This is an optimization exercise on Yosys and OpenROAD, whose aim is small area, not a production implementation.
At most, simulation tests tie the RTL to the original design; equivalence was not proved.
For run 1, only the layout was checked, not whether the RTL still works.
In runs 5 to 7 the design's own scripts or RTL, not TritonCTS, make the clock network.
The clock input has no modelled driver; a real chip could not lean on it and would need a root buffer or a full tree.
No activity file was given, so power comes from the tool's default toggle rates.

`flow/run.sh`:
```
#!/bin/bash
# The standard layout, with port buffers of the smallest buffer cell and a
# clock tree without dummy loads. Each tool's output goes to its own log here.
set -euo pipefail
export BUFFER_PORTS_ARGS="-buffer_cell sky130_fd_sc_hd__buf_1"
export CTS_ARGS="-sink_clustering_enable -repair_clock_nets -dont_use_dummy_load"
bash standard.sh synth > make_synth.log 2>&1
bash standard.sh finish > make_finish.log 2>&1
cp -r orfs/logs/* . 2>/dev/null || true
```
`design.v`:
```
module relay_encoder (
    input  wire [3:0] op,
    input  wire       is_open,
    input  wire       board_given,
    input  wire [7:0] board_arg,
    input  wire       def_valid,
    input  wire       def_big,      
    input  wire [7:0] relay,
    output wire [1:0] err           
);
    wire is_cmd    = !op[3];
    wire is_start  = (op == 4'd8);
    wire is_stop   = (op == 4'd9);
    wire refused   = is_cmd ? !is_open : !((is_start && !is_open) || (is_stop && is_open));
    wire use_arg   = board_given || (op[2:0] == 3'd7);
    wire cfg_err   = !use_arg && !def_valid;
    wire board_big = use_arg ? (board_arg[7:3] != 5'd0) : def_big;
    wire relay_cmd = (op[2:0] <= 3'd2);
    wire relay_bad = relay_cmd ? (relay[7:3] != 5'd0 || relay[2:0] == 3'd0) : (relay != 8'd0);
    wire addr_err  = board_big || relay_bad;
    assign err = refused           ? 2'd3 :
                 !is_cmd           ? 2'd0 :
                 cfg_err           ? 2'd1 :
                 addr_err          ? 2'd2 : 2'd0;
endmodule
module relay_spi_xfer (
    input  wire       clk,
    input  wire       rst,
    output reg  [4:0] p20,
    output reg  [2:0] p8,
    output wire       pend,       
    output wire       rend        
);
    assign pend = (p20 == 5'd19);
    assign rend = pend && (p8 == 3'd7);
    always @(posedge clk) begin
        if (rst) begin
            p20 <= 5'd0;
            p8  <= 3'd0;
        end else if (pend) begin
            p20 <= 5'd0;
            p8  <= p8 + 1'b1;
        end else begin
            p20 <= p20 + 1'b1;
        end
    end
endmodule
module relay_spi_ctrl (
    input  wire         clk,
    input  wire         rst,           
    input  wire         tick,          
    input  wire         req_valid,
    output wire         req_ready,
    input  wire [3:0]   req_op,
    input  wire         req_board_given,
    input  wire [7:0]   req_board,
    input  wire [7:0]   req_relay,
    output wire         resp_valid,
    output wire [1:0]   resp_err,
    output wire [6:0]   resp_state,
    output wire [159:0] resp_id,
    output reg  [4:0]   resp_id_len,
    output wire         fs,
    output reg          fs_oe,
    output wire         spi_cs_n,
    output wire         spi_sclk,
    output wire         spi_mosi,
    input  wire         spi_miso
);
    localparam ST_IDLE = 3'b000, ST_SETTLE = 3'b001, ST_RESP_OK = 3'b010, ST_RESP_ERR = 3'b011,
               ST_WAIT = 3'b100, ST_XFER = 3'b101, ST_TAIL = 3'b110, ST_TICK = 3'b111;
    reg  [2:0]   st;
    reg          def_valid;
    reg          def_big;
    reg  [2:0]   def_board;
    reg  [2:0]   cmd;           
    reg          board2;        
    reg  [4:0]   n;             
    reg          rxb;           
    reg          nz;            
    reg  [159:0] ring;
    wire [4:0]   p20;
    wire [2:0]   p8;
    wire         pend, rend;
    relay_spi_xfer u_time (
        .clk (clk),
        .rst (rst),
        .p20 (p20),
        .p8  (p8),
        .pend(pend),
        .rend(rend)
    );
    wire [1:0] err;
    relay_encoder u_enc (
        .op         (req_op),
        .is_open    (fs_oe),
        .board_given(req_board_given),
        .board_arg  (req_board),
        .def_valid  (def_valid),
        .def_big    (def_big),
        .relay      (req_relay),
        .err        (err)
    );
    wire xfer     = (st == ST_XFER);
    wire tail     = (st == ST_TAIL);
    wire in_frame = (n[4:2] == 3'd0);         
    wire [2:0] board = (req_board_given || req_op[2:0] == 3'd7) ? req_board[2:0] : def_board;
    assign req_ready  = !st[2] && (st[1] || !st[0]);
    assign resp_valid = !st[2] && st[1];
    assign resp_err   = {2{st[0]}} & cmd[1:0];
    assign fs         = st[2];
    assign spi_cs_n   = !(xfer || tail);
    assign spi_sclk   = xfer && p20[4];
    reg [7:0] opcode;
    always @(*) begin
        case (cmd)
            3'd0: opcode = 8'h10;
            3'd1: opcode = 8'h11;
            3'd2: opcode = 8'h12;
            3'd3: opcode = 8'h60;
            3'd4: opcode = 8'h61;
            3'd5: opcode = 8'h62;
            3'd6: opcode = 8'h14;
            default: opcode = 8'h01;
        endcase
    end
    reg [7:0] fbyte;
    always @(*) begin
        case (n[1:0])
            2'd0: fbyte = {5'b00011, board2, resp_id_len[4:3]};
            2'd1: fbyte = opcode;
            2'd2: fbyte = {5'b00000, resp_id_len[2:0]};
            default: fbyte = 8'h00;
        endcase
    end
    assign spi_mosi = in_frame && fbyte[~p8];
    wire done = (n == 5'd4 && !(cmd[2] && cmd[1])) || (n == 5'd5 && !cmd[0]) || (n == 5'd24);
    wire last_byte = (n[4:2] != 3'd0) || (n[1:0] == 2'd3);
    wire wr = (xfer || tail) && (p20 == resp_id_len);
    always @(posedge clk)
        ring <= {ring[158:0], wr ? rxb : ring[159]};
    genvar s, j;
    generate
        for (s = 0; s < 20; s = s + 1) begin : g_slot
            for (j = 0; j < 8; j = j + 1) begin : g_bit
                assign resp_id[8*s + 7 - j] = ring[159 - ((20*(j+1) + s) % 160)];
            end
        end
    endgenerate
    assign resp_state = resp_id[6:0];
    always @(posedge clk) begin
        if (xfer && pend) begin
            rxb <= spi_miso;
            nz  <= (p8 == 3'd0) ? spi_miso : (nz || spi_miso);
        end
    end
    always @(posedge clk) begin
        if (rst) begin
            st    <= ST_IDLE;
            fs_oe <= 1'b0;
        end else if (req_ready) begin
            st <= ST_IDLE;
            if (req_valid) begin
                cmd <= req_op[2:0];
                n   <= 5'd0;
                if (err != 2'd0) begin
                    cmd <= {1'b0, err};
                    st  <= ST_RESP_ERR;
                end else if (req_op == 4'd8) begin
                    def_valid <= req_board_given;
                    def_big   <= (req_board[7:3] != 5'd0);
                    def_board <= req_board[2:0];
                    fs_oe     <= 1'b1;
                    st        <= ST_SETTLE;
                end else if (req_op == 4'd9) begin
                    fs_oe <= 1'b0;
                    st    <= ST_RESP_OK;
                end else begin
                    board2      <= board[2];
                    resp_id_len <= {board[1:0], req_relay[2:0]};
                    st          <= ST_WAIT;
                end
            end
        end else begin
            case (st)
                ST_SETTLE: if (tick) begin
                    n <= n + 1'b1;
                    if (n == 5'd9) st <= ST_RESP_OK;
                end
                ST_WAIT: if (rend) st <= done ? ST_RESP_OK : ST_XFER;
                ST_XFER: if (rend) begin
                    n <= n + 1'b1;
                    if (last_byte) st <= ST_TAIL;
                end
                ST_TAIL: if (pend) begin
                    if (n == 5'd4)
                        resp_id_len <= 5'd0;
                    else if (nz)
                        resp_id_len <= resp_id_len + 1'b1;
                    st <= ST_TICK;
                end
                ST_TICK: if (tick) st <= ST_WAIT;
                default: st <= ST_IDLE;
            endcase
        end
    end
endmodule
```
`constraint.sdc`:
```
create_clock -name core_clock -period 20.0 [get_ports {clk}]
set_input_delay 4.0000 -clock core_clock [delete_from_list [all_inputs] [get_ports {clk}]]
set_output_delay 4.0000 -clock core_clock [all_outputs]
set_load 0.01 [all_outputs]
```
`standard.sh`:
```
#!/bin/bash
# synth_recipe.tcl (not shown) runs the flow's synth.tcl, then flattens the netlist and writes it again
# the make line also repeats each setting of config.mk as NAME=value (left out here)
make -C /OpenROAD-flow-scripts/flow DESIGN_CONFIG=/design/flow/config.mk WORK_HOME=/design/flow/orfs CLKGATE_MAP_FILE= SYNTH_SCRIPT=/design/flow/synth_recipe.tcl "${@:-finish}"
```
`config.mk`:
```
export PLATFORM = sky130hd
export DESIGN_NAME = relay_spi_ctrl
export DESIGN_NICKNAME = relay_spi_ctrl
export VERILOG_FILES = /design/flow/design.v
export SDC_FILE = /design/flow/constraint.sdc
export NUM_CORES = 4
export LEC_CHECK = 0
export ABC_AREA = 1
export CAP_MARGIN = 20
export CORE_MARGIN = 2
export CORE_UTILIZATION = 75
export PLACE_DENSITY = 0.88
export SLEW_MARGIN = 20
```
==> out/results.tsv, run 1 <==
metric	value	unit
outcome	no timing/DRC/antenna violations	
synth_top_flop_cell	dfxtp_1	
dp_slack	14.11	ns
hp-class	register to register	
synthXorXnorAreaFrac	1.42	%
avgRoutedWirePerCell	25.1	µm
cp_data_arrival_time	2.42	ns
cts_tree	yes	
drtIter0Drc	728	
power_density	110	nW/µm²
std_cell_rows	31	
clock-root-buffer	clkbuf_8	
post_cts_buffers	0	
placed_cell_area	6370	µm²
cp-end-kind	output pin	
die_h	90.0	µm
finalHoldViolCount	0	
setup_ws	13.58	ns
cts_resized	0	
start_util	76.9	%
synth.distinct_cells	39	
synth_top_family_by_area	simple AND/OR/NAND/NOR gates	
design_area	6790	µm²
synth_commonest_cells	172 x dfxtp_1, 48 x nand2_1, 41 x inv_1	
setup_tns	0	ns
dieWidth	90.0	µm
cts_hold_buf	0	
drv_cap	0	
cts_buffer_depth	2	
antenna_cells	0	
synth.area.top_cells	dfxtp_1 62%, edfxtp_1 11%, nand2_1 3.2%	
pin_count	207	
syn_nets	498	
antenna_found_initial	0	
drc	0	
synthArstFlopShare	0	%
fin_skew	0.0268	ns
synth_compound_area_share	5.23	%
seq_area_frac_synth	73.4	%
n_fill_cell	186	
final_antenna_net_count	0	
viasPerCell	6.32	
area_delta_synth_final	22.3	%
setup_viol	0	
grt_pass1_vias	5016	
syn_area	5550	µm²
max_freq	156	MHz
multiInputGateArea	1210	µm²
synthCells	463	
clk_latency	0.55	ns
synth-seq-cells	193	
finalCritPeriodShare	32.1	%
required	16.00	ns
io_buffers	206	
first_pass_iters	16	
instances_no_fill	774	
p_leak	2.70	nW
synthSimpleGateAreaFrac	13.2	%
num_vias	4889	
gr-total-overflow	0	
htreeDepth	4	
grt_max_degree	18	
path_clk_slew	0.08	ns
worst_slew_pin_slew	0.616	ns
max-vdd-ir-drop	0.102	mV
clock_sinks	193	
path_max_fanout	7	
synth_area_leader_cell	dfxtp_1	
core	7210	µm²
maxSlewHeadroom	58.6	%
wl	19400	µm
nets	712	
synthesis.area_per_instance	12.0	µm²
crit_type	register to output pin	
grt_pass1_wl	29700	µm
yosys_warnings	2	
yosys.area_share.adder	2.03	%
dpl.cell_count	757	
synth_mux_area_share	0	%
synth-edff-count	21	
gp_congestion	0.911	
startpoint_type	register	
timing.final.max_slew_violations	0	
drive_gt1_share	7.56	%
fin_crit	6.42	ns
rsz0062_at_grt	false	
die_area	8100	µm²
layout.area.seq	4070	µm²
dp_hpwl	10500	µm
synth_top_area_share	62.1	%
synth_most_common_cell	dfxtp_1	
cts_inserted_buffers	17	
grtUsageTotal	49.4	%
-- cell usage in the layout (no fill, tap or decap), drive strengths merged --
cell type  netlist  routed
nand4            7       7
o22ai            4       4
o31ai            1       1
nor3             4       4
inv             48      48
nor3b            2       2
dfxtp          172     172
a21oi           20      20
buf             11     206
o211ai           2       2
edfxtp          21      21
nand2           57      57
nand3b           1       1
o2111ai          2       2
clkbuf           0      17
xor2             5       5
o21ai           21      21
nor4             1       1
or2              1       1
nand3           26      26
nor2            42      42
clkinv           1       1
ha               9       9
o221ai           1       1
xnor2            4       4
-- per-layer routing --
layer	track usage (%)	routed length [µm]	vias to the layer above
met3	17.9	2260	167
met2	82.5	9500	538
li1	-	-	1912
met4	37.9	1710	0
met1	50.3	5950	2272
met5	0	0	-
-- worst paths after layout --
path	startpoint	to	slack, ns	cells past startpoint
min reg2reg	ring[86]	ring[87]	0.33	0
min	ring[86]	ring[87]	0.33	0
max	n[1]	spi_mosi	13.58	11
max reg2reg	u_time.p20[0]	resp_id_len[0]	17.47	7
-- layout make-up --
class | instances | area share (%)
Clock buffer | 17 | 6.10
Inverter | 49 | 2.75
Multi-Input combinational cell | 210 | 17.9
Sequential cell | 193 | 60.0
Tap cell | 99 | 1.83
Timing Repair Buffer | 206 | 11.4
-- power breakdown --
part	total, mW	internal [mW]	switching, mW
clock network	0.275	0.142	0.133
logic	0.0659	0.0188	0.0471
registers	0.407	0.398	0.00951
-- worst max-delay path, stage by stage (launching register included) --
cell and delay (ns):
edfxtp_1 0.45, inv_1 0.14, ha_1 0.32, nand2_1 0.08, o21ai_0 0.16, nand3_1 0.08, o21ai_0 0.10, nand2_1 0.12
nand2_1 0.09, nor2_1 0.06, nor2_1 0.12, buf_1 0.18
-- cells by family (layout without fill, tap and decap cells) --
family,after synthesis,count (layout)
AND/OR/NAND/NOR,141,141
buffers and inverters,60,272
AO/OA/AOI/OAI,51,51
XOR/XNOR,9,9
adder cells (fa/ha/maj),9,9
flip-flops,193,193
-- flip-flops by register name (all words and copies together) (netlist names), 3 cells and up --
signal and count:
n 5, ring 160, cmd 3, def_board 3
u_time.p20 5, resp_id_len 5, st 3, u_time.p8 3
-- through the flow --
step	utilization, %	hold WS [ns]	total power, mW
detailed placement	88.3	0.336	0.471
global route	94.1	0.347	0.761
global placement	88.3	0.332	0.466
finish	94.1	0.333	0.749
CTS	94.1	0.337	0.741
floorplan	-	0.382	0.455
==> run 2: changes to the inputs <==
--- a/design.v
+++ b/design.v
@@ -32,6 +32,6 @@
     output wire       rend        
 );
-    assign pend = (p20 == 5'd19);
-    assign rend = pend && (p8 == 3'd7);
+    assign pend = p20[4] && p20[1] && p20[0];    
+    assign rend = pend && (&p8);
     always @(posedge clk) begin
         if (rst) begin
@@ -135,7 +135,7 @@
     end
     assign spi_mosi = in_frame && fbyte[~p8];
-    wire done = (n == 5'd4 && !(cmd[2] && cmd[1])) || (n == 5'd5 && !cmd[0]) || (n == 5'd24);
+    wire done = (n[4] && n[3]) || (n[4:1] == 4'b0010 && (n[0] ? !cmd[0] : !(cmd[2] && cmd[1])));
     wire last_byte = (n[4:2] != 3'd0) || (n[1:0] == 2'd3);
-    wire wr = (xfer || tail) && (p20 == resp_id_len);
+    wire wr = (p20 == resp_id_len);
     always @(posedge clk)
         ring <= {ring[158:0], wr ? rxb : ring[159]};
@@ -186,5 +186,5 @@
                 ST_SETTLE: if (tick) begin
                     n <= n + 1'b1;
-                    if (n == 5'd9) st <= ST_RESP_OK;
+                    if (n[3] && n[0]) st <= ST_RESP_OK;        
                 end
                 ST_WAIT: if (rend) st <= done ? ST_RESP_OK : ST_XFER;
==> flow/run.sh (replaced) <==
#!/bin/bash
# The standard layout, with port buffers of the smallest buffer cell and a
# clock tree of clkbuf_8 cells without dummy loads. Each tool's output goes to
# its own log in this folder.
set -euo pipefail
export BUFFER_PORTS_ARGS="-buffer_cell sky130_fd_sc_hd__buf_1"
export CTS_ARGS="-sink_clustering_enable -repair_clock_nets -dont_use_dummy_load -buf_list sky130_fd_sc_hd__clkbuf_8"
bash standard.sh synth > make_synth.log 2>&1
bash standard.sh finish > make_finish.log 2>&1
cp -r orfs/logs/* . 2>/dev/null || true
==> run 2 against run 1 <==
  * Cell count decreased by 0.90%
  * Register-to-register slack gained 0.18 ns
  * Clock skew increased by 0.013 ns
  * Non-clock buffer count stayed put
  * Maximum frequency rose by 3.6%
  * Power is 17% lower
  * First-iteration DRC count down 24%
  * Count of clock-buffer cells in the layout stayed put
  * Critical path type unchanged
  * Critical endpoint unchanged
  * Largest power group unchanged
  * Highest routed layer unchanged
==> out/results.tsv, run 2 <==
metric	value	unit	change
viasPerCell	5.65		-11%
setup_viol	0		unchanged
synth_area_leader_cell	dfxtp_1		
start_util	76.6	%	-0.30 points
clock_sinks	193		unchanged
path_clk_slew	0.12	ns	+0.04 ns
dp_slack	14.22	ns	+0.101 ns
dp_hpwl	9910	µm	-6.1%
io_buffers	206		unchanged
grt_pass1_vias	3989		-20%
die_h	89.6	µm	-0.44%
r2r_slack	17.65	ns	+0.18 ns
synthesis.area_per_instance	12.1	µm²	+0.82%
outcome	no timing/DRC/antenna violations		
cp-end-kind	output pin		
finalCritPeriodShare	31.0	%	-1.1 points
avgRoutedWirePerCell	19.7	µm	-22%
hp-class	register to register		
cts_inserted_buffers	17		unchanged
die_area	8030	µm²	-0.89%
clock-root-buffer	clkbuf_8		
setup_tns	0	ns	unchanged
cts_hold_buf	0		unchanged
drc	0		unchanged
post_cts_buffers	0		unchanged
power_density	94.1	nW/µm²	-15%
pin_count	207		unchanged
fin_crit	6.20	ns	-0.224 ns
grt_max_degree	21		+3
cp_data_arrival_time	2.20	ns	-0.22 ns
top_layer	met4		
timing.final.max_slew_violations	0		unchanged
holdPathEnd	ring[129]		
gp_congestion	1.01		+11%
min_from	ring[128]		
dieWidth	89.6	µm	-0.44%
grtUsageTotal	37.2	%	-12 points
fin_util	91.5	%	-2.6 points
r2r-start	u_time.p20[0]		
synth.distinct_cells	40		+2.6%
setup_ws	13.80	ns	+0.224 ns
layout_commonest_cell	buf_1		
clk_latency	0.47	ns	-0.08 ns
final_antenna_net_count	0		unchanged
htreeDepth	4		unchanged
std_cell_rows	31		unchanged
max_freq	161	MHz	+3.6%
antenna_cells	0		unchanged
path_max_fanout	5		-2
fin_skew	0.0398	ns	+0.0130 ns
finalHoldViolCount	0		unchanged
synthCells	455		-1.7%
synth_top_area_share	62.6	%	+0.58 points
required	16.00	ns	about the same
hold_depth	0		unchanged
largest_reg_flops	160		unchanged
antenna_found_initial	0		unchanged
r2r_cells	4		-3
drv_cap	0		unchanged
area_delta_synth_final	19.4	%	
maxSlewHeadroom	43.1	%	-16 points
first_pass_iters	7		-9
syn_nets	490		-1.6%
cts_tree	yes		
cts_resized	0		unchanged
startpoint_type	register		
yosys_warnings	2		unchanged
p_leak	2.57	nW	-4.7%
syn_area	5500	µm²	-0.92%
m1WireLength	5200	µm	-13%
core	7180	µm²	-0.54%
max-vdd-ir-drop	0.0698	mV	-31%
synth-seq-cells	193		unchanged
largest-register	ring		
seq_area_frac_synth	74.1	%	+0.69 points
synth_top_flop_cell	dfxtp_1		
power	0.618	mW	-17%
drtIter0Drc	550		-24%
synthArstFlopShare	0	%	unchanged
grt_pass1_wl	21500	µm	-28%
rsz0062_at_grt	false		
worst_slew_pin_slew	0.849	ns	+0.233 ns
synth_commonest_cells	172 x dfxtp_1, 47 x nand2_1, 38 x nor2_1		
synth_most_common_cell	dfxtp_1		
hold_ws	0.304	ns	-0.0294 ns
dr_wl_met2	7630	µm	-20%
synth.area.top_cells	dfxtp_1 63%, edfxtp_1 11%, nand2_1 3.2%		
rr_endpoint	n[4]		
nets	705		-0.98%
cts_buffer_depth	2		unchanged
crit_type	register to output pin		
wl	15100	µm	-22%
layout_common_cells	206 x buf_1, 172 x dfxtp_1, 47 x nand2_1, 38 x nor2_1, 35 x inv_1		
num_vias	4330		-11%
drive_gt1_share	7.63	%	+0.079 points
synth-edff-count	21		unchanged
wl_met3	1530	µm	-32%
gr-total-overflow	0		unchanged
-- run 2: cell count changes after synthesis, moves of 2 or more --
cell       before  now
o21bai_1        0    2
nor3_4          2    0
o21ai_0        18   16
nor2_1         36   38
inv_1          41   35
a211oi_1        0    2
o2111ai_1       2    0
nand3_1        23   25
a21oi_1        18   16
-- run 2: layer usage --
layer	GRT usage [%]	up-vias
li1	-	1893
met1	41.8	1996
met2	65.0	361
met3	11.3	80
met4	17.0	0
met5	0	-
-- run 2: report_power, final --
group / switching, mW / internal (mW)
Sequential: 0.00422 / 0.395
Combinational: 0.0197 / 0.00970
Clock: 0.114 / 0.0754
Total: 0.138 / 0.480
-- run 2: stage by stage --
| step | cells | instance area [µm²] |
|---|---|---|
| after global routing | 767 | 6560 |
| after detailed placement | 750 | 6330 |
| after floorplan | 455 | 5500 |
| final | 767 | 6560 |
| after global placement | 750 | 6330 |
| after CTS | 767 | 6560 |
-- run 2: kinds of logic (layout without fill, tap and decap cells) --
kind of cell	Yosys count	in the layout	share of synthesized area, %
flops	193	193	74.1
fa+ha+maj	9	9	2.05
compound gates	51	51	5.71
xor+xnor	9	9	1.43
simple gates	140	140	12.5
buf+inv	53	266	4.19
-- run 2: cell type report --
| type | instances | area (µm²) |
|---|---|---|
| timing repair buffer | 206 | 773 |
| sequential | 193 | 4070 |
| multi-input combinational | 209 | 1190 |
| tap | 99 | 124 |
| inverter | 43 | 164 |
| clock buffer | 17 | 234 |
| fill | 289 | 613 |
-- run 2: worst max-delay path by stage --
stage	start	endpoint	slack [ns]
2_1_floorplan	req_op[2]	def_big	14.61
3_3_place_gp	req_op[1]	def_big	14.35
3_5_place_dp	req_op[1]	def_board[2]	14.22
4_1_cts	n[1]	spi_mosi	13.84
5_1_grt	n[1]	spi_mosi	13.60
6_report	n[1]	spi_mosi	13.80
-- run 2: critical path, stage by stage, from the launching register on --
cell and delay (ns):
edfxtp_1 0.47, inv_1 0.12, ha_1 0.23, inv_1 0.08, nor3_1 0.17, a21oi_1 0.07
o22ai_1 0.14, nand2_1 0.09, nand2_1 0.07, nor2_1 0.04, nor2_1 0.10, buf_1 0.16
==> run 3: changes to the inputs <==
==> flow/run.sh (replaced) <==
#!/bin/bash
# The standard layout, with port buffers of the smallest buffer cell, the logic
# downsized before clock tree synthesis, and a clock tree of clkbuf_8 cells
# without dummy loads. Each tool's output goes to its own log in this folder.
set -euo pipefail
export BUFFER_PORTS_ARGS="-buffer_cell sky130_fd_sc_hd__buf_1"
export CTS_ARGS="-sink_clustering_enable -repair_clock_nets -dont_use_dummy_load -buf_list sky130_fd_sc_hd__clkbuf_8"
export PRE_CTS_TCL="$PWD/flow/pre_cts.tcl"
bash standard.sh synth > make_synth.log 2>&1
bash standard.sh finish > make_finish.log 2>&1
cp -r orfs/logs/* . 2>/dev/null || true
==> flow/downsize.tcl (new file) <==
# Downsize every logic cell to the smallest drive strength of its function whose
# output slew stays low; synthesis sizes cells for speed the 20 ns clock does not need.
proc downsize_logic { max_slew } {
  set lib_prefix "sky130_fd_sc_hd__"
  set saved 0.0
  set n 0
  foreach inst [get_cells *] {
    set ref [get_property $inst ref_name]
    if {![regexp "^${lib_prefix}(.+)_(\[0-9\]+)\$" $ref -> func drive]} { continue }
    if {[regexp {^(df|edf|sdf|dl|clk|tap|fill|decap|conb|buf_1$)} $func]} { continue }
    if {$drive <= 1} { continue }
    set name [get_full_name $inst]
    set outs [get_pins -of_objects $inst -filter "direction == output"]
    set orig_area [get_property [get_lib_cells */$ref] area]
    foreach d {0 1 2 4 6 8} {
      if {$d >= $drive} { break }
      set cand [get_lib_cells -quiet */${lib_prefix}${func}_$d]
      if {$cand == ""} { continue }
      if {[get_property $cand dont_use]} { continue }
      replace_cell $inst $cand
      estimate_parasitics -placement
      set ok 1
      foreach o $outs { if {[get_property $o slew_max] > $max_slew} { set ok 0 } }
      if {$ok} {
        set saved [expr {$saved + $orig_area - [get_property $cand area]}]
        incr n
        break
      }
      replace_cell $inst [get_lib_cells */$ref]
    }
  }
  estimate_parasitics -placement
  puts "downsize_logic: $n cells downsized, [format %.1f $saved] um2 saved"
}
==> flow/pre_cts.tcl (new file) <==
# Before clock tree synthesis: downsize the logic (see downsize.tcl).
source [file join [file dirname [info script]] downsize.tcl]
estimate_parasitics -placement
downsize_logic 0.4
==> run 3 against run 2 <==
  * Utilization decreased by 1.5 points
  * Via count decreased by 1.8%
  * Critical path type unchanged
  * Worst setup slack got worse by 0.014 ns
  * Sequential cell count unchanged
  * Critical path depth unchanged
  * Synthesized cell count unchanged
  * Still clean
  * Clock power about the same
  * Design area decreased by 1.6%
  * Area after synthesis unchanged
==> out/results.tsv, run 3 <==
metric	value	unit	change
grtUsageTotal	36.5	%	-0.70 points
gp_congestion	1.01		unchanged
design_area	6450	µm²	-1.6%
seq_area_frac_synth	74.1	%	unchanged
path_buf_inv	3		unchanged
synth_commonest_cells	172 x dfxtp_1, 47 x nand2_1, 38 x nor2_1		
drive_gt1_share	3.44	%	-4.2 points
synth_top_area_share	62.6	%	unchanged
required	16.00	ns	about the same
cpMaxStageDelayCell	edfxtp_1		
crit_path_max_incr_delay	0.46	ns	about the same
die_area	8030	µm²	unchanged
timing.final.max_slew_violations	0		unchanged
synthArstFlopShare	0	%	unchanged
min_from	ring[128]		
clock_sinks	193		unchanged
largest-register	ring		
nets	705		unchanged
viasPerCell	5.54		-1.8%
avgRoutedWirePerCell	19.1	µm	-2.8%
crit_family	simple AND/OR/NAND/NOR gates		
hp-class	register to register		
yosys_warnings	2		unchanged
fin_util	90.0	%	-1.5 points
wl	14700	µm	-2.8%
outcome	no timing/DRC/antenna violations		
synth_most_common_cell	dfxtp_1		
drv_cap	0		unchanged
cp-end-kind	output pin		
grt_pass1_wl	21300	µm	-1.1%
power_density	94.8	nW/µm²	+0.69%
finalHoldViolCount	0		unchanged
max_freq	161	MHz	-0.22%
max-vdd-ir-drop	0.0675	mV	-3.2%
antenna_found_initial	0		unchanged
layout_commonest_cell	buf_1		
placed_cell_area	6330	µm²	unchanged
dp_hpwl	9910	µm	unchanged
drc	0		unchanged
rsz0062_at_grt	false		
cts_resized	0		unchanged
r2r-start	u_time.p20[0]		
post_cts_buffers	0		unchanged
synth-edff-count	21		unchanged
gr-total-overflow	0		unchanged
p_leak	2.55	nW	-0.81%
hold_depth	0		unchanged
fin_skew	0.0356	ns	-0.00421 ns
area_delta_synth_final	17.4	%	
path_max_fanout	5		unchanged
final_antenna_net_count	0		unchanged
drtIter0Drc	391		-29%
worst_slew_pin_slew	0.891	ns	+0.0421 ns
n_fill_cell	311		+7.6%
crit_type	register to output pin		
timing.critical_path.cells	inv_1 -> ha_1 -> inv_1 -> nor3_1 -> a21oi_1 -> o22ai_1 -> nand2_1 -> nand2_1 -> nor2_1 -> nor2_1 -> buf_1		
r2r_slack	17.56	ns	-0.09 ns
finalCritPeriodShare	31.0	%	+0.069 points
fin_crit	6.21	ns	+0.0138 ns
startpoint	n[1]		
syn_nets	490		unchanged
std_cell_rows	31		unchanged
dieWidth	89.6	µm	unchanged
synth_top_flop_cell	dfxtp_1		
r2r_cells	4		unchanged
num_vias	4252		-1.8%
rr_endpoint	n[4]		
core	7180	µm²	unchanged
synth-seq-cells	193		unchanged
pin_count	207		unchanged
grt_max_degree	21		unchanged
path_clk_slew	0.11	ns	about the same
synth.area.top_cells	dfxtp_1 63%, edfxtp_1 11%, nand2_1 3.2%		
die_h	89.6	µm	unchanged
io_buffers	206		unchanged
cts_tree	yes		
layout_common_cells	206 x buf_1, 172 x dfxtp_1, 56 x nand2_1, 43 x inv_1, 42 x nor2_1		
startpoint_type	register		
maxSlewHeadroom	40.2	%	-2.8 points
setup_viol	0		unchanged
cp_data_arrival_time	2.21	ns	about the same
hold_ws	0.314	ns	+0.0107 ns
synthCells	455		unchanged
synth.distinct_cells	40		unchanged
cts_hold_buf	0		unchanged
setup_tns	0	ns	unchanged
start_util	76.6	%	unchanged
antenna_cells	0		unchanged
synthesis.area_per_instance	12.1	µm²	unchanged
holdPathEnd	ring[129]		
synth_area_leader_cell	dfxtp_1		
cts_inserted_buffers	17		unchanged
grt_pass1_vias	4046		+1.4%
largest_reg_flops	160		unchanged
first_pass_iters	7		unchanged
clk_latency	0.45	ns	-0.02 ns
syn_area	5500	µm²	unchanged
## run 3: cell counts after synthesis
Identical to the previous run, type by type.
## run 3: kinds of logic after synthesis
family	synth area share, %
and+or+nand+nor	12.5
xor gates and xnor gates	1.43
DFF	74.1
adders and majority gates	2.05
buffers and inverters	4.19
AOI/OAI and AO/OA	5.71
## run 3: power breakdown
| group | internal [mW] | total, mW | switching, mW |
|---|---|---|---|
| clock network | 0.0754 | 0.187 | 0.111 |
| logic | 0.00864 | 0.0265 | 0.0179 |
| registers | 0.395 | 0.399 | 0.00400 |
## run 3: per-stage QoR
step | worst slack (ns) | total power [mW] | cells
6_report | 13.79 | 0.612 | 767
5_1_grt | 13.58 | 0.629 | 767
4_1_cts | 13.81 | 0.610 | 767
3_5_place_dp | 14.22 | 0.435 | 750
3_3_place_gp | 14.35 | 0.433 | 750
2_1_floorplan | 14.61 | 0.426 | 455
## run 3: worst max path at each step
| stage | cells past startpoint | to |
|---|---|---|
| after global routing | 11 | spi_mosi |
| after detailed placement | 9 | def_board[2] |
| after CTS | 11 | spi_mosi |
| after floorplan | 9 | def_big |
| final | 11 | spi_mosi |
| after global placement | 9 | def_big |
## run 3: layer usage
layer | vias to the layer above | part of all wire [%] | wire, µm | track usage [%]
li1 | 1893 | - | - | -
met1 | 1928 | 34 | 4950 | 39.7
met2 | 336 | 50 | 7390 | 64.5
met3 | 95 | 10 | 1480 | 10.7
met4 | 0 | 5.9 | 859 | 18.7
met5 | - | 0 | 0 | 0
## run 3: area by class of cell
type	instances	area (µm²)	share of cell area (%)
Tap cell	99	124	1.92
Multi-Input combinational cell	209	1090	16.9
Inverter	43	161	2.50
Clock buffer	17	234	3.62
Sequential cell	193	4070	63.1
Timing Repair Buffer	206	773	12.0
==> run 4: changes to the inputs <==
--- a/design.v
+++ b/design.v
@@ -4,5 +4,5 @@
     input  wire       board_given,
     input  wire [7:0] board_arg,
-    input  wire       def_valid,
+    input  wire       def_ok,       
     input  wire       def_big,      
     input  wire [7:0] relay,
@@ -14,6 +14,6 @@
     wire refused   = is_cmd ? !is_open : !((is_start && !is_open) || (is_stop && is_open));
     wire use_arg   = board_given || (op[2:0] == 3'd7);
-    wire cfg_err   = !use_arg && !def_valid;
-    wire board_big = use_arg ? (board_arg[7:3] != 5'd0) : def_big;
+    wire cfg_err   = !use_arg && !def_ok && !def_big;
+    wire board_big = use_arg ? (board_arg[7:3] != 5'd0) : (!def_ok && def_big);
     wire relay_cmd = (op[2:0] <= 3'd2);
     wire relay_bad = relay_cmd ? (relay[7:3] != 5'd0 || relay[2:0] == 3'd0) : (relay != 8'd0);
@@ -71,6 +71,5 @@
                ST_WAIT = 3'b100, ST_XFER = 3'b101, ST_TAIL = 3'b110, ST_TICK = 3'b111;
     reg  [2:0]   st;
-    reg          def_valid;
-    reg          def_big;
+    reg          def_ok;
     reg  [2:0]   def_board;
     reg  [2:0]   cmd;           
@@ -97,6 +96,6 @@
         .board_given(req_board_given),
         .board_arg  (req_board),
-        .def_valid  (def_valid),
-        .def_big    (def_big),
+        .def_ok     (def_ok),
+        .def_big    (def_board[0]),
         .relay      (req_relay),
         .err        (err)
@@ -160,15 +159,16 @@
             fs_oe <= 1'b0;
         end else if (req_ready) begin
-            st <= ST_IDLE;
+            st          <= ST_IDLE;
+            cmd         <= req_op[2:0];
+            n           <= 5'd0;
+            board2      <= board[2];
+            resp_id_len <= {board[1:0], req_relay[2:0]};
             if (req_valid) begin
-                cmd <= req_op[2:0];
-                n   <= 5'd0;
                 if (err != 2'd0) begin
                     cmd <= {1'b0, err};
                     st  <= ST_RESP_ERR;
                 end else if (req_op == 4'd8) begin
-                    def_valid <= req_board_given;
-                    def_big   <= (req_board[7:3] != 5'd0);
-                    def_board <= req_board[2:0];
+                    def_ok    <= req_board_given && (req_board[7:3] == 5'd0);
+                    def_board <= {req_board[2:1], (req_board_given && req_board[7:3] == 5'd0) ? req_board[0] : req_board_given};
                     fs_oe     <= 1'b1;
                     st        <= ST_SETTLE;
@@ -177,7 +177,5 @@
                     st    <= ST_RESP_OK;
                 end else begin
-                    board2      <= board[2];
-                    resp_id_len <= {board[1:0], req_relay[2:0]};
-                    st          <= ST_WAIT;
+                    st <= ST_WAIT;
                 end
             end
==> run 4 against run 3 <==
  * Combinational power grew to 2.6 times the previous value
  * First-iteration DRC count is 14% lower
  * Area after synthesis is 1.3% lower
  * Hold slack lost 0.0082 ns
  * Power grew 11%
  * Cell count up 1.3%
  * Die area is 1.2% lower
  * Sequential cell count fell by 1
  * Sequential power grew 5%
  * Utilization is 0.40 points higher
  * Design area about the same
  * Sequential share of layout area shrank 0.40 points
==> out/results.tsv, run 4 <==
metric	value	unit	change
setup_viol	0		unchanged
drtIter0Drc	335		-14%
largest_reg_flops	160		unchanged
synthArstFlopShare	0	%	unchanged
io_buffers	206		unchanged
drive_gt1_share	2.95	%	-0.49 points
core	7140	µm²	-0.54%
synth_most_common_cell	dfxtp_1		
path_clk_slew	0.11	ns	about the same
finalCritPeriodShare	30.9	%	-0.13 points
layout_common_cells	206 x buf_1, 172 x dfxtp_1, 74 x nand2_1, 44 x inv_1, 39 x nor2_1		
drc	0		unchanged
cts_hold_buf	0		unchanged
layout_commonest_cell	buf_1		
fin_util	90.4	%	+0.40 points
synth_commonest_cells	172 x dfxtp_1, 71 x nand2_1, 42 x inv_1		
grt_pass1_vias	4157		+2.7%
finalHoldViolCount	0		unchanged
synth.distinct_cells	33		-18%
syn_area	5430	µm²	-1.3%
max_freq	162	MHz	+0.41%
viasPerCell	5.56		+0.34%
die_area	7930	µm²	-1.2%
rsz0062_at_grt	false		
area_delta_synth_final	18.8	%	
dp_hpwl	9810	µm	-0.95%
gr-total-overflow	0		unchanged
antenna_found_initial	0		unchanged
start_util	76.1	%	-0.57 points
max-vdd-ir-drop	0.0652	mV	-3.4%
cts_inserted_buffers	17		unchanged
clock_sinks	192		-0.52%
grtUsageTotal	37.0	%	+0.45 points
synth_area_leader_cell	dfxtp_1		
cp_data_arrival_time	2.18	ns	-0.03 ns
yosys_warnings	2		unchanged
synthCells	463		+1.8%
synth_top_area_share	63.4	%	+0.81 points
timing.final.max_slew_violations	0		unchanged
num_vias	4322		+1.6%
instances_no_fill	777		+1.3%
syn_nets	498		+1.6%
hp-class	register to register		
clk_latency	0.46	ns	about the same
cts_resized	0		unchanged
drv_cap	0		unchanged
dieWidth	89.1	µm	-0.61%
final_antenna_net_count	0		unchanged
wl	14600	µm	-0.33%
grt_max_degree	22		+4.8%
antenna_cells	0		unchanged
power_density	105	nW/µm²	+11%
path_max_fanout	4		-1
outcome	no timing/DRC/antenna violations		
grt_pass1_wl	21300	µm	about the same
dpl.cell_count	760		+1.3%
fin_skew	0.0419	ns	+0.00635 ns
maxSlewHeadroom	45.4	%	+5.2 points
post_cts_buffers	0		unchanged
hold_ws	0.306	ns	-0.00823 ns
largest-register	ring		
pin_count	207		unchanged
synth-edff-count	20		-4.8%
setup_tns	0	ns	unchanged
synth_top_flop_cell	dfxtp_1		
std_cell_rows	31		unchanged
crit_type	register to output pin		
worst_slew_pin_slew	0.814	ns	-0.0769 ns
first_pass_iters	5		-2
nets	715		+1.4%
gp_congestion	0.913		-9.4%
synth-seq-cells	192		-0.52%
cp-end-kind	output pin		
synthesis.area_per_instance	11.7	µm²	-3.0%
power	0.676	mW	+11%
cts_tree	yes		
startpoint_type	register		
die_h	89.1	µm	-0.61%
avgRoutedWirePerCell	18.8	µm	-1.6%
fin_crit	6.18	ns	-0.0251 ns
required	16.00	ns	about the same
synth.area.top_cells	dfxtp_1 63%, edfxtp_1 11%, nand2_1 4.9%		
seq_area_frac_synth	74.5	%	+0.40 points
p_leak	2.62	nW	+2.5%
==> run 4: path summary, 6_finish.rpt <==
path,startpoint,end,slack [ns],cells past startpoint
max,n[1],spi_mosi,13.82,11
min,ring[2],ring[3],0.31,0
max reg2reg,st[1],resp_id_len[3],17.66,8
min reg2reg,ring[2],ring[3],0.31,0
==> run 4: where the power goes <==
group,internal [mW],total (mW),leakage (nW),switching (mW)
combinational,0.0224,0.0698,0.915,0.0474
clock,0.0755,0.188,0.122,0.113
sequential,0.403,0.418,1.58,0.0147
==> run 4: cell type report <==
cell class | instances | area (µm²)
Clock buffer | 17 | 234
Tap cell | 99 | 124
Inverter | 44 | 165
Multi-Input combinational cell | 219 | 1110
Timing Repair Buffer | 206 | 773
Fill cell | 293 | 688
Sequential cell | 192 | 4040
==> run 4: cells by family (layout without fill, tap and decap cells) <==
kind of cell | Yosys count | after routing | share of synthesized area (%)
flip-flops | 192 | 192 | 74.5
AND/OR/NAND/NOR | 150 | 150 | 12.4
buffers and inverters | 52 | 267 | 4.10
AO/OA/AOI/OAI | 51 | 51 | 5.42
adder cells (fa/ha/maj) | 9 | 9 | 2.07
XOR/XNOR | 8 | 8 | 1.29
multiplexers | 1 | 1 | 0.207
==> run 4: critical path, stage by stage, from the launching register on <==
cell      delay, ns
edfxtp_1       0.44
inv_1          0.13
ha_1           0.22
inv_1          0.08
nor3_1         0.24
a21oi_1        0.10
nor2_1         0.10
o21ai_0        0.10
nand2_1        0.08
nor2_1         0.04
nor2_1         0.08
buf_1          0.15
==> run 4: per-layer routing <==
| layer | vias up | global-route usage (%) | routed length [µm] |
|---|---|---|---|
| met5 | - | 0 | 0 |
| met4 | 0 | 18.5 | 594 |
| met3 | 66 | 11.4 | 1480 |
| met2 | 348 | 65.5 | 7600 |
| met1 | 1991 | 40.2 | 4960 |
| li1 | 1917 | - | - |
==> run 4: metrics by stage <==
stage	setup WS [ns]	cell area, µm²
6_report	13.82	6450
5_1_grt	13.74	6450
4_1_cts	13.89	6450
3_5_place_dp	14.33	6270
3_3_place_gp	14.46	6270
2_1_floorplan	14.66	5430
==> run 5: changes to the inputs <==
==> flow/run.sh (replaced) <==
#!/bin/bash
# The standard layout, with port buffers of the smallest buffer cell, the logic
# downsized before clock tree synthesis, and a clock tree of 12 balanced clkbuf_8
# leaves under one clkbuf_16 root. Each tool's output goes to its own log here.
set -euo pipefail
export BUFFER_PORTS_ARGS="-buffer_cell sky130_fd_sc_hd__buf_1"
export CTS_ARGS="-sink_clustering_enable -repair_clock_nets -dont_use_dummy_load -buf_list sky130_fd_sc_hd__clkbuf_8"
export PRE_CTS_TCL="$PWD/flow/pre_cts.tcl"
export POST_CTS_TCL="$PWD/flow/post_cts.tcl"
bash standard.sh synth > make_synth.log 2>&1
bash standard.sh finish > make_finish.log 2>&1
cp -r orfs/logs/* . 2>/dev/null || true
==> flow/cts_manual.tcl (new file) <==
# Replace the clock tree with NLEAF leaf buffers of cell LEAF_CELL, fed straight from
# the clock port, each driving one cluster of the registers (k-means on their places).
proc manual_clock_tree { nleaf leaf_cell {root_cell ""} } {
  set block [ord::get_db_block]
  set db [ord::get_db]
  set clk [$block findNet clk]
  set master [$db findMaster $leaf_cell]
  # registers' clock pins, found through the existing tree
  set sinks {}
  set bufs {}
  set todo [list $clk]
  while {[llength $todo]} {
    set n [lindex $todo 0]; set todo [lrange $todo 1 end]
    foreach it [$n getITerms] {
      if {![$it isInputSignal]} { continue }
      set inst [$it getInst]
      set m [[$inst getMaster] getName]
      if {[string match "*clkbuf*" $m] || [string match "*clkinv*" $m] || [string match "*_buf_*" $m]} {
        lappend bufs $inst
        foreach o [$inst getITerms] { if {[$o isOutputSignal] && [$o getNet] != "NULL"} { lappend todo [$o getNet] } }
      } else {
        lappend sinks $it
      }
    }
  }
  puts "manual_clock_tree: [llength $sinks] sinks, removing [llength $bufs] buffers"
  # points
  set pts {}
  foreach it $sinks {
    set b [[$it getInst] getBBox]
    lappend pts [list [expr {([$b xMin]+[$b xMax])/2.0}] [expr {([$b yMin]+[$b yMax])/2.0}]]
  }
  # k-means, seeded along the sorted x+y order
  set n [llength $pts]
  set order [lsort -real -index 0 [lmap p $pts {list [expr {[lindex $p 0]+[lindex $p 1]}] $p}]]
  set cent {}
  for {set k 0} {$k < $nleaf} {incr k} {
    lappend cent [lindex $order [expr {int(($k+0.5)*$n/$nleaf)}] 1]
  }
  for {set iter 0} {$iter < 50} {incr iter} {
    set cap [expr {int(ceil(double($n)/$nleaf)) + 1}]
    set pairs {}
    set i 0
    foreach p $pts {
      for {set k 0} {$k < $nleaf} {incr k} {
        set c [lindex $cent $k]
        lappend pairs [list [expr {abs([lindex $p 0]-[lindex $c 0]) + abs([lindex $p 1]-[lindex $c 1])}] $i $k]
      }
      incr i
    }
    set pairs [lsort -real -index 0 $pairs]
    set asg [lrepeat $n -1]
    set fill [lrepeat $nleaf 0]
    foreach pr $pairs {
      lassign $pr d i k
      if {[lindex $asg $i] >= 0} { continue }
      if {[lindex $fill $k] >= $cap} { continue }
      lset asg $i $k
      lset fill $k [expr {[lindex $fill $k] + 1}]
    }
    set newc {}
    for {set k 0} {$k < $nleaf} {incr k} {
      set sx 0; set sy 0; set cnt 0
      foreach p $pts a $asg { if {$a == $k} { set sx [expr {$sx+[lindex $p 0]}]; set sy [expr {$sy+[lindex $p 1]}]; incr cnt } }
      if {$cnt > 0} { lappend newc [list [expr {$sx/$cnt}] [expr {$sy/$cnt}]] } else { lappend newc [lindex $cent $k] }
    }
    set cent $newc
  }
  # remove the old tree
  foreach inst $bufs {
    foreach o [$inst getITerms] {
      if {[$o isOutputSignal]} { set on [$o getNet]; $o disconnect; if {$on != "NULL"} { foreach it [$on getITerms] { $it disconnect }; odb::dbNet_destroy $on } }
    }
    odb::dbInst_destroy $inst
  }
  foreach it $sinks { if {[$it getNet] != "NULL"} { $it disconnect } }
  # a root buffer in the middle of the leaves when there are more than the port may feed
  set feed $clk
  if {$root_cell != ""} {
    set rinst [odb::dbInst_create $block [$db findMaster $root_cell] "cts_root"]
    set feed [odb::dbNet_create $block "clknet_root"]
    $feed setSigType CLOCK
    foreach it [$rinst getITerms] {
      set mt [[$it getMTerm] getName]
      if {$mt == "A"} { $it connect $clk }
      if {$mt == "X"} { $it connect $feed }
    }
    set sx 0; set sy 0
    foreach c $cent { set sx [expr {$sx+[lindex $c 0]}]; set sy [expr {$sy+[lindex $c 1]}] }
    $rinst setLocation [expr {int($sx/$nleaf)}] [expr {int($sy/$nleaf)}]
    $rinst setPlacementStatus PLACED
  }
  # new leaves
  for {set k 0} {$k < $nleaf} {incr k} {
    set inst [odb::dbInst_create $block $master "cts_leaf_$k"]
    set net [odb::dbNet_create $block "clknet_leaf_$k"]
    $net setSigType CLOCK
    foreach it [$inst getITerms] {
      set mt [[$it getMTerm] getName]
      if {$mt == "A"} { $it connect $feed }
      if {$mt == "X"} { $it connect $net }
    }
    set c [lindex $cent $k]
    $inst setLocation [expr {int([lindex $c 0])}] [expr {int([lindex $c 1])}]
    $inst setPlacementStatus PLACED
    set cnt 0
    foreach it $sinks a $asg { if {$a == $k} { $it connect $net; incr cnt } }
    puts "  leaf $k: $cnt sinks at $c"
  }
  global_connect
}
==> flow/post_cts.tcl (new file) <==
# After clock tree synthesis: replace its tree (16 leaf buffers of about 12
# registers each) by 12 leaf clkbuf_8 buffers of about 16 registers each, fed by
# one clkbuf_16 root, then legalize (see cts_manual.tcl).
source [file join [file dirname [info script]] cts_manual.tcl]
manual_clock_tree 12 sky130_fd_sc_hd__clkbuf_8 sky130_fd_sc_hd__clkbuf_16
detailed_placement
check_placement -verbose
estimate_parasitics -placement
report_clock_skew
report_worst_slack -min
report_worst_slack -max
==> run 5 against run 4 <==
  * Still clean on timing, DRC and antenna
  * Combinational power increased by 2%
  * Sequential share of layout area increased by 0.43 points
  * Critical path depth unchanged
  * Design area decreased by 0.68%
  * Register-to-register slack got worse by 0.02 ns
  * Clock skew decreased by 0.023 ns
  * Sequential cell count unchanged
  * Hold slack improved by 0.034 ns
  * Maximum frequency increased by 0.87%
  * Area after synthesis unchanged
  * Sequential power about the same
  * Critical endpoint unchanged
  * Largest power group unchanged
  * Highest routed layer unchanged
==> out/results.tsv, run 5 <==
metric	value	unit	change
cp.depth	11		unchanged
switching_share	25.8	%	-0.10 points
syn_nets	498		unchanged
gp_congestion	0.913		unchanged
dpl.cell_count	760		unchanged
pin_count	207		unchanged
dp_hpwl	9810	µm	unchanged
syn_area	5430	µm²	unchanged
rsz0062_at_grt	false		
synth_most_common_cell	dfxtp_1		
synth_top_area_share	63.4	%	unchanged
synth_area_leader_cell	dfxtp_1		
dp_slack	14.33	ns	unchanged
hold_depth	0		unchanged
max-vdd-ir-drop	0.0717	mV	+9.9%
timing.critical_path.cells	inv_1 -> ha_1 -> inv_1 -> nor3_1 -> a21oi_1 -> nor2_1 -> o21ai_0 -> nand2_1 -> nor2_1 -> nor2_1 -> buf_1		
drtIter0Drc	376		+12%
layout.area.seq	4040	µm²	unchanged
die_area	7930	µm²	unchanged
antenna_cells	0		unchanged
layout_commonest_cell	buf_1		
setup_ws	13.87	ns	+0.0534 ns
io_buffers	206		unchanged
synth_mux_area_share	0.207	%	unchanged
timing.final.max_slew_violations	0		unchanged
yosys_warnings	2		unchanged
outcome	no timing/DRC/antenna violations		
r2r_cells	8		unchanged
synth_compound_area_share	5.42	%	unchanged
required	16.00	ns	about the same
largest-register	ring		
seq_area_frac_synth	74.5	%	unchanged
crit_type	register to output pin		
grt_pass1_vias	4183		+0.63%
setup_tns	0	ns	unchanged
wl	14800	µm	+1.3%
power_density	103	nW/µm²	-1.9%
p_int	0.489	mW	-2.4%
start_util	76.1	%	unchanged
nets	711		-0.56%
max_freq	163	MHz	+0.87%
path_clk_slew	0.10	ns	about the same
grtUsageTotal	36.5	%	-0.48 points
cp_data_arrival_time	2.13	ns	-0.05 ns
avgRoutedWirePerCell	19.2	µm	+1.8%
startpoint_type	register		
area_delta_synth_final	18.0	%	
fin_util	89.7	%	-0.61 points
synth.area.top_cells	dfxtp_1 63%, edfxtp_1 11%, nand2_1 4.9%		
design_area	6400	µm²	-0.68%
die_h	89.1	µm	unchanged
yosys.area_share.adder	2.07	%	unchanged
synthArstFlopShare	0	%	unchanged
cp-end-kind	output pin		
cpMaxStageDelayCell	edfxtp_1		
gr-total-overflow	0		unchanged
grt_pass1_wl	21600	µm	+1.6%
grt_max_degree	18		-18%
synth-edff-count	20		unchanged
synthSimpleGateAreaFrac	12.4	%	unchanged
path_buf_inv	3		unchanged
antenna_found_initial	0		unchanged
synth_commonest_cells	172 x dfxtp_1, 71 x nand2_1, 42 x inv_1		
clk_latency	0.36	ns	-0.10 ns
fin_crit	6.13	ns	-0.0534 ns
crit_path_max_incr_delay	0.45	ns	about the same
worst_slew_pin_slew	0.864	ns	+0.0496 ns
clock_sinks	192		unchanged
p_comb_share	10.8	%	+0.5 points
core	7140	µm²	unchanged
hp-class	register to register		
path_max_fanout	4		unchanged
final_antenna_net_count	0		unchanged
hold_ws	0.340	ns	+0.0340 ns
drc	0		unchanged
synth.distinct_cells	33		unchanged
n_fill_cell	300		+2.4%
synthesis.area_per_instance	11.7	µm²	unchanged
largest_reg_flops	160		unchanged
synth_top_family_by_area	simple AND/OR/NAND/NOR gates		
layout_common_cells	206 x buf_1, 172 x dfxtp_1, 74 x nand2_1, 44 x inv_1, 39 x nor2_1		
drv_cap	0		unchanged
first_pass_iters	6		+1
finalCritPeriodShare	30.7	%	-0.27 points
power.switching	0.170	mW	-2.9%
multiInputGateArea	1110	µm²	unchanged
dieWidth	89.1	µm	unchanged
synthCells	463		unchanged
instances_no_fill	773		-0.51%
num_vias	4296		-0.60%
p_leak	2.59	nW	-0.90%
pwr-share-seq	63.4	%	+1.6 points
crit_top_cell	nor2_1		
setup_viol	0		unchanged
viasPerCell	5.56		about the same
synth_top_flop_cell	dfxtp_1		
placed_cell_area	6270	µm²	unchanged
drive_gt1_share	2.37	%	-0.58 points
maxSlewHeadroom	42.1	%	-3.3 points
clkPwrFrac	25.8	%	-2.1 points
finalHoldViolCount	0		unchanged
power	0.659	mW	-2.5%
synthXorXnorAreaFrac	1.29	%	unchanged
crit_family	simple AND/OR/NAND/NOR gates		
std_cell_rows	31		unchanged
synth-seq-cells	192		unchanged
fin_skew	0.0188	ns	-0.0231 ns
-- run 5: cell counts after synthesis --
No cell type changed its count.
-- run 5: cell families (layout without fill, tap and decap cells) --
kind of cell / after synthesis / after routing
flip-flops: 192 / 192
AND/OR/NAND/NOR: 150 / 150
buffers and inverters: 52 / 263
AO/OA/AOI/OAI: 51 / 51
adder cells (fa/ha/maj): 9 / 9
XOR/XNOR: 8 / 8
multiplexers: 1 / 1
-- run 5: final cells by class --
class | instances | share of cell area (%)
flip-flops and latches | 192 | 63.1
multi-input cells | 219 | 17.3
repair buffers | 206 | 12.1
plain buffers | 13 | 2.97
inverters | 44 | 2.58
well taps | 99 | 1.93
-- run 5: power groups by stage --
stage | Clock (mW) | Sequential, mW | Combinational [mW]
finish | 0.170 | 0.418 | 0.0712
global route | 0.182 | 0.420 | 0.0786
detailed placement | 0 | 0.426 | 0.0669
global placement | 0 | 0.424 | 0.0629
floorplan | 0 | 0.425 | 0.0429
-- run 5: path summary, 6_finish.rpt --
check             startpoint              to  slack, ns
setup / recovery        n[1]        spi_mosi      13.87
hold / removal     ring[134]       ring[135]       0.34
setup reg to reg       st[1]  resp_id_len[2]      17.64
hold reg to reg    ring[134]       ring[135]       0.34
-- run 5: per-layer routing --
metal / vias up / wire length (µm) / track usage (%)
met1: 1966 / 4950 / 40.4
met3: 94 / 1410 / 7.94
met5: - / 0 / 0
met2: 335 / 7650 / 65.8
met4: 0 / 801 / 18.9
li1: 1901 / - / -
-- run 5: worst register-to-register path: cells and delay by family (launching register included) --
family        cells  cell delay [ns]
buf+inv           3             0.43
flops             1             0.38
simple gates      5             1.20
==> run 6: changes to the inputs <==
--- a/design.v
+++ b/design.v
@@ -107,5 +107,5 @@
     assign req_ready  = !st[2] && (st[1] || !st[0]);
     assign resp_valid = !st[2] && st[1];
-    assign resp_err   = {2{st[0]}} & cmd[1:0];
+    assign resp_err   = {2{st[0]}} & resp_id_len[1:0];
     assign fs         = st[2];
     assign spi_cs_n   = !(xfer || tail);
@@ -155,4 +155,10 @@
     end
     always @(posedge clk) begin
+        if (req_ready && !fs_oe) begin
+            def_ok    <= req_board_given && (req_board[7:3] == 5'd0);
+            def_board <= {req_board[2:1], (req_board_given && req_board[7:3] == 5'd0) ? req_board[0] : req_board_given};
+        end
+    end
+    always @(posedge clk) begin
         if (rst) begin
             st    <= ST_IDLE;
@@ -163,12 +169,9 @@
             n           <= 5'd0;
             board2      <= board[2];
-            resp_id_len <= {board[1:0], req_relay[2:0]};
+            resp_id_len <= {board[1:0], req_relay[2], (err != 2'd0) ? err : req_relay[1:0]};
             if (req_valid) begin
                 if (err != 2'd0) begin
-                    cmd <= {1'b0, err};
                     st  <= ST_RESP_ERR;
                 end else if (req_op == 4'd8) begin
-                    def_ok    <= req_board_given && (req_board[7:3] == 5'd0);
-                    def_board <= {req_board[2:1], (req_board_given && req_board[7:3] == 5'd0) ? req_board[0] : req_board_given};
                     fs_oe     <= 1'b1;
                     st        <= ST_SETTLE;
==> run 6 against run 5 <==
  * Utilization increased by 2.8 points
  * Sequential cell count unchanged
  * Critical endpoint unchanged
  * Largest power group unchanged
  * Clock skew up 0.00068 ns
  * Clock power is essentially flat
  * Largest cell class unchanged
==> out/results.tsv, run 6 <==
metric	value	unit	change
synth.distinct_cells	33		unchanged
dpl.cell_count	746		-1.8%
path_clk_slew	0.10	ns	about the same
syn_area	5370	µm²	-1.1%
grt-busiest-layer	met2		
outcome	no timing/DRC/antenna violations		
timing.final.max_slew_violations	0		unchanged
die_h	88.6	µm	-0.53%
clock_sinks	192		unchanged
placed_cell_area	6200	µm²	-1.1%
path_max_fanout	5		+1
fin_crit	6.20	ns	+0.0736 ns
synth-edff-count	20		unchanged
drc	0		unchanged
required	16.00	ns	about the same
holdPathEnd	ring[109]		
setup_viol	0		unchanged
max-vdd-ir-drop	0.0998	mV	+39%
rsz0062_at_grt	false		
design_area	6350	µm²	-0.80%
r2r_slack	17.24	ns	-0.40 ns
viasPerCell	5.82		+4.8%
p_leak	2.55	nW	-1.7%
cp-end-kind	output pin		
syn_nets	487		-2.2%
drv_cap	0		unchanged
synth_commonest_cells	172 x dfxtp_1, 62 x nand2_1, 38 x nor2_1		
drive_gt1_share	2.26	%	-0.11 points
finalHoldViolCount	0		unchanged
use_met1	45.1	%	+4.6 points
finalCritPeriodShare	31.0	%	+0.37 points
antenna_found_initial	0		unchanged
synth_area_leader_cell	dfxtp_1		
drtIter0Drc	441		+17%
r2r_cells	7		-1
min_from	ring[108]		
first_pass_iters	7		+1
r2r-start	st[0]		
dp_slack	14.36	ns	+0.0393 ns
largest_reg_flops	160		unchanged
fin_skew	0.0195	ns	+0.000680 ns
die_area	7850	µm²	-1.1%
hp-class	register to register		
use_met3	10.6	%	+2.7 points
std_cell_rows	30		-3.2%
dieWidth	88.6	µm	-0.53%
synthesis.area_per_instance	11.9	µm²	+1.3%
grt_use_met2	73.9	%	+8.1 points
synth-seq-cells	192		unchanged
num_vias	4421		+2.9%
synth_top_area_share	64.1	%	+0.71 points
avgRoutedWirePerCell	22.3	µm	+16%
grt_max_degree	18		unchanged
wl	16900	µm	+14%
max_freq	161	MHz	-1.2%
grt_pass1_vias	4275		+2.2%
grtUsageTotal	42.0	%	+5.5 points
layout_commonest_cell	buf_1		
area_delta_synth_final	18.4	%	
seq_area_frac_synth	75.3	%	+0.83 points
power	0.674	mW	+2.3%
clk_latency	0.37	ns	about the same
largest-register	ring		
layout_common_cells	206 x buf_1, 172 x dfxtp_1, 63 x nand2_1, 42 x nor2_1, 41 x inv_1		
core	6870	µm²	-3.8%
gr-total-overflow	0		unchanged
instances_no_fill	759		-1.8%
gp_congestion	0.946		+3.7%
maxSlewHeadroom	40.9	%	-1.2 points
synth.area.top_cells	dfxtp_1 64%, edfxtp_1 11%, nand2_1 4.3%		
yosys_warnings	2		unchanged
power_density	106	nW/µm²	+3.1%
start_util	78.1	%	+2.1 points
dp_hpwl	11100	µm	+13%
worst_slew_pin_slew	0.882	ns	+0.0178 ns
hold_depth	0		unchanged
synthCells	452		-2.4%
pin_count	207		unchanged
io_buffers	206		unchanged
antenna_cells	0		unchanged
rr_endpoint	resp_id_len[2]		
synthArstFlopShare	0	%	unchanged
startpoint_type	register		
nets	700		-1.5%
cp_data_arrival_time	2.20	ns	+0.07 ns
grt_pass1_wl	24100	µm	+11%
synth_top_flop_cell	dfxtp_1		
final_antenna_net_count	0		unchanged
setup_tns	0	ns	unchanged
synth_most_common_cell	dfxtp_1		
setup_ws	13.80	ns	-0.0736 ns
crit_type	register to output pin		
n_fill_cell	223		-26%
-- run 6: cell types whose count changed after synthesis, moves of 3 or more --
cell,before,now
nand2_1,71,62
nor2_2,1,4
nor3_1,4,1
inv_2,2,5
nand3_1,18,25
nand4_1,7,4
inv_1,42,36
-- run 6: final cells by class --
type                    instances  area, µm²  area share (%)
flip-flops and latches        192       4040            63.6
multi-input cells             211       1070            16.9
repair buffers                206        773            12.2
plain buffers                  13        190            2.99
inverters                      41        154            2.42
well taps                      96        120            1.89
-- run 6: worst max path at each step --
stage / start / depth (start not counted) / slack [ns] / to
after floorplan: n[1] / 10 / 14.66 / spi_mosi
after global placement: n[1] / 11 / 14.52 / spi_mosi
after detailed placement: n[1] / 11 / 14.36 / spi_mosi
after global routing: n[0] / 9 / 13.64 / spi_mosi
final: n[1] / 11 / 13.80 / spi_mosi
-- run 6: power breakdown --
part           switching [mW]  internal (mW)  leakage [nW]
Combinational          0.0555         0.0248         0.870
Sequential             0.0161          0.406          1.58
Clock                   0.108         0.0635        0.0986
Total                   0.180          0.494          2.55
-- run 6: critical path: stages (launching register included) --
cell,delay [ns]
edfxtp_1,0.50
inv_1,0.15
ha_1,0.22
inv_1,0.08
nor3_1,0.23
a21oi_1,0.08
nor2_1,0.09
o21ai_0,0.09
nand2_1,0.09
nor2_1,0.05
nor2_1,0.10
buf_1,0.16
-- run 6: cells by family after synthesis --
family / after synthesis / synth area share, %
AND/OR/NAND/NOR: 142 / 11.7
multiplexers: 1 / 0.210
AO/OA/AOI/OAI: 51 / 5.34
adder cells (fa/ha/maj): 9 / 2.10
buffers and inverters: 49 / 3.99
flip-flops: 192 / 75.3
XOR/XNOR: 8 / 1.31
-- run 6: per-stage QoR --
stage | util [%] | hold slack (ns)
after floorplan | - | 0.382
after global placement | 90.3 | 0.332
after detailed placement | 90.3 | 0.333
after global routing | 92.5 | 0.351
final | 92.5 | 0.345
-- run 6: routing by layer --
layer  share of wire, %  vias to the layer above  routed length, µm
met5                  0                        -                  0
li1                   -                     1866                  -
met3                 11                      108               1850
met2                 50                      433               8550
met4                7.1                        0               1210
met1                 32                     2014               5340
==> run 7: changes to the inputs <==
--- a/flow/run.sh
+++ b/flow/run.sh
@@ -2,5 +2,5 @@
 # The standard layout, with port buffers of the smallest buffer cell, the logic
 # downsized before clock tree synthesis, and a clock tree of 12 balanced clkbuf_8
-# leaves under one clkbuf_16 root. Each tool's output goes to its own log here.
+# leaves under one clkbuf_4 root. Each tool's output goes to its own log here.
 set -euo pipefail
 export BUFFER_PORTS_ARGS="-buffer_cell sky130_fd_sc_hd__buf_1"
==> flow/post_cts.tcl (replaced) <==
# After clock tree synthesis: replace its tree (16 leaf buffers of about 12
# registers each) by 12 leaf clkbuf_8 buffers of about 16 registers each, fed by
# one clkbuf_4 root, then legalize (see cts_manual.tcl).
source [file join [file dirname [info script]] cts_manual.tcl]
manual_clock_tree 12 sky130_fd_sc_hd__clkbuf_8 sky130_fd_sc_hd__clkbuf_4
detailed_placement
check_placement -verbose
estimate_parasitics -placement
report_clock_skew
report_worst_slack -min
report_worst_slack -max
==> run 7 against run 6 <==
  * Design area fell by 0.28%
  * Power fell by 1.7%
  * Area after synthesis did not move
  * Via count rose by 0.43%
  * Largest cell class unchanged
  * Critical path type unchanged
  * Die area did not move
  * Largest power group unchanged
  * Still clean on timing, DRC and antenna
  * Sequential power barely moved
==> out/results.tsv, run 7 <==
metric	value	unit	change
outcome	no timing/DRC/antenna violations		
max-vdd-ir-drop	0.101	mV	+0.92%
dp_hpwl	11100	µm	unchanged
dpl.cell_count	746		unchanged
io_buffers	206		unchanged
gp_congestion	0.946		unchanged
largest-register	ring		
final_antenna_net_count	0		unchanged
syn_nets	487		unchanged
synth-edff-count	20		unchanged
gr-total-overflow	0		unchanged
worst_slew_pin_slew	0.882	ns	+0.000456 ns
grt_pass1_vias	4284		+0.21%
crit_family	simple AND/OR/NAND/NOR gates		
max_freq	156	MHz	-3.3%
hold_ws	0.352	ns	+0.00652 ns
num_vias	4440		+0.43%
cp_data_arrival_time	2.42	ns	+0.22 ns
synth_top_flop_cell	dfxtp_1		
fin_skew	0.0148	ns	-0.00470 ns
synthArstFlopShare	0	%	unchanged
crit_type	register to output pin		
r2r_cells	7		unchanged
path_clk_slew	0.10	ns	about the same
synthesis.area_per_instance	11.9	µm²	unchanged
timing.critical_path.cells	inv_1 -> ha_1 -> inv_1 -> nor3_1 -> a21oi_1 -> nor2_1 -> o21ai_0 -> nand2_1 -> nor2_1 -> nor2_1 -> buf_1		
clk_latency	0.55	ns	+0.18 ns
core	6870	µm²	unchanged
dieWidth	88.6	µm	unchanged
r2r_slack	17.25	ns	about the same
timing.final.max_slew_violations	0		unchanged
cpMaxStageDelayCell	edfxtp_1		
startpoint	n[1]		
drv_cap	0		unchanged
path_max_fanout	5		unchanged
drive_gt1_share	2.26	%	unchanged
yosys_warnings	2		unchanged
rr_endpoint	resp_id_len[2]		
area_delta_synth_final	18.0	%	
grt_max_degree	18		unchanged
wl	16700	µm	-1.4%
cp.depth	11		unchanged
drtIter0Drc	538		+22%
setup_tns	0	ns	unchanged
synthCells	452		unchanged
clock_sinks	192		unchanged
pin_count	207		unchanged
synth_top_area_share	64.1	%	unchanged
crit_path_end	spi_mosi		
synth_area_leader_cell	dfxtp_1		
avgRoutedWirePerCell	22.0	µm	-1.4%
synth_commonest_cells	172 x dfxtp_1, 62 x nand2_1, 38 x nor2_1		
r2r-start	st[0]		
startpoint_type	register		
grt_pass1_wl	23800	µm	-1.1%
power_density	105	nW/µm²	-1.4%
antenna_cells	0		unchanged
layout_commonest_cell	buf_1		
synth-seq-cells	192		unchanged
crit_path_max_incr_delay	0.49	ns	about the same
cp-end-kind	output pin		
grtUsageTotal	41.3	%	-0.68 points
syn_area	5370	µm²	unchanged
setup_viol	0		unchanged
synth.area.top_cells	dfxtp_1 64%, edfxtp_1 11%, nand2_1 4.3%		
first_pass_iters	6		-1
die_h	88.6	µm	unchanged
layout_common_cells	206 x buf_1, 172 x dfxtp_1, 63 x nand2_1, 42 x nor2_1, 41 x inv_1		
rsz0062_at_grt	false		
finalHoldViolCount	0		unchanged
largest_reg_flops	160		unchanged
std_cell_rows	30		unchanged
antenna_found_initial	0		unchanged
drc	0		unchanged
p_leak	2.54	nW	-0.30%
crit_top_cell	nor2_1		
synth_most_common_cell	dfxtp_1		
finalCritPeriodShare	32.1	%	+1.1 points
instances_no_fill	759		unchanged
fin_util	92.2	%	-0.26 points
hp-class	register to register		
die_area	7850	µm²	unchanged
seq_area_frac_synth	75.3	%	unchanged
maxSlewHeadroom	40.8	%	about the same
required	16.00	ns	about the same
start_util	78.1	%	unchanged
fin_crit	6.42	ns	+0.212 ns
viasPerCell	5.85		+0.43%
synth.distinct_cells	33		unchanged
nets	700		unchanged
min_from	ring[26]		
path_buf_inv	3		unchanged
run 7: changes by cell type in the layout (fill, tap and decap cells not counted):
cell,delta
clkbuf_4,+1
clkbuf_16,-1
run 7: area by class of cell:
| type | count | area, µm² |
|---|---|---|
| fill | 232 | 533 |
| timing repair buffer | 206 | 773 |
| tap | 96 | 120 |
| multi-input combinational | 211 | 1070 |
| sequential | 192 | 4040 |
| inverter | 41 | 154 |
| buffer | 13 | 173 |
run 7: how the worst min path moves through the flow:
stage	slack [ns]	to	cells after the start
floorplan	0.38	ring[101]	0
global placement	0.33	ring[78]	0
detailed placement	0.33	ring[135]	0
global route	0.35	ring[117]	0
finish	0.35	ring[27]	0
run 7: power by group:
group / internal [mW] / switching, mW
clock network: 0.0553 / 0.106
registers: 0.406 / 0.0158
logic: 0.0247 / 0.0552
total: 0.486 / 0.177
run 7: metrics by stage:
stage | power (mW) | setup slack, ns | instance area [µm²]
3_5_place_dp | 0.505 | 14.36 | 6200
2_1_floorplan | 0.478 | 14.66 | 5370
5_1_grt | 0.679 | 13.45 | 6340
3_3_place_gp | 0.498 | 14.52 | 6200
6_report | 0.663 | 13.58 | 6340
run 7: per-layer routing:
layer,up-vias,track usage [%],wire (µm)
met5,-,0,0
met4,0,24.4,1190
met3,116,9.89,1920
met2,470,74.6,8460
met1,1979,43.7,5140
li1,1875,-,-
run 7: cells by family (layout without fill, tap and decap cells):
logic type	Yosys count	in the layout	synth area share (%)
AOI/OAI and AO/OA	51	51	5.34
xor gates and xnor gates	8	8	1.31
adders and majority gates	9	9	2.10
buffers and inverters	49	260	3.99
DFF	192	192	75.3
muxes	1	1	0.210
and+or+nand+nor	142	142	11.7

separate check: timing with driven ports:
The results above use ideal ports. As a check the final layouts listed here were re-extracted and re-timed, cells and wires unchanged. Step 1 assumes that a clkbuf_16 drives the clock port and a buf_2 every other input. Step 2 times the ports against the registers' clock, not the clock port: input delays grow and output delays shrink by t, the midpoint of the rising clock arrivals with the driver on. a / b / c = no drivers / after step 1 / after step 2; a / b = the first two.
run | t, ns | slack for setup (ns) | hold slack, ns
run 1 | 0.573 | 13.580 / 13.543 / 13.964 | 0.333 / 0.333 / 0.333
run 2 | 0.473 | 13.804 / 13.770 / 14.075 | 0.304 / 0.304 / 0.304
run 3 | 0.463 | 13.790 / 13.757 / 13.947 | 0.314 / 0.314 / 0.314
run 4 | 0.471 | 13.815 / 13.780 / 14.033 | 0.306 / 0.306 / 0.306
run 5 | 0.388 | 13.869 / 13.832 / 14.034 | 0.340 / 0.340 / 0.340
run 6 | 0.404 | 13.795 / 13.752 / 14.156 | 0.345 / 0.345 / 0.345
run 7 | 0.577 | 13.583 / 13.550 / 14.127 | 0.352 / 0.352 / 0.352
After both steps every run listed still meets setup and hold.
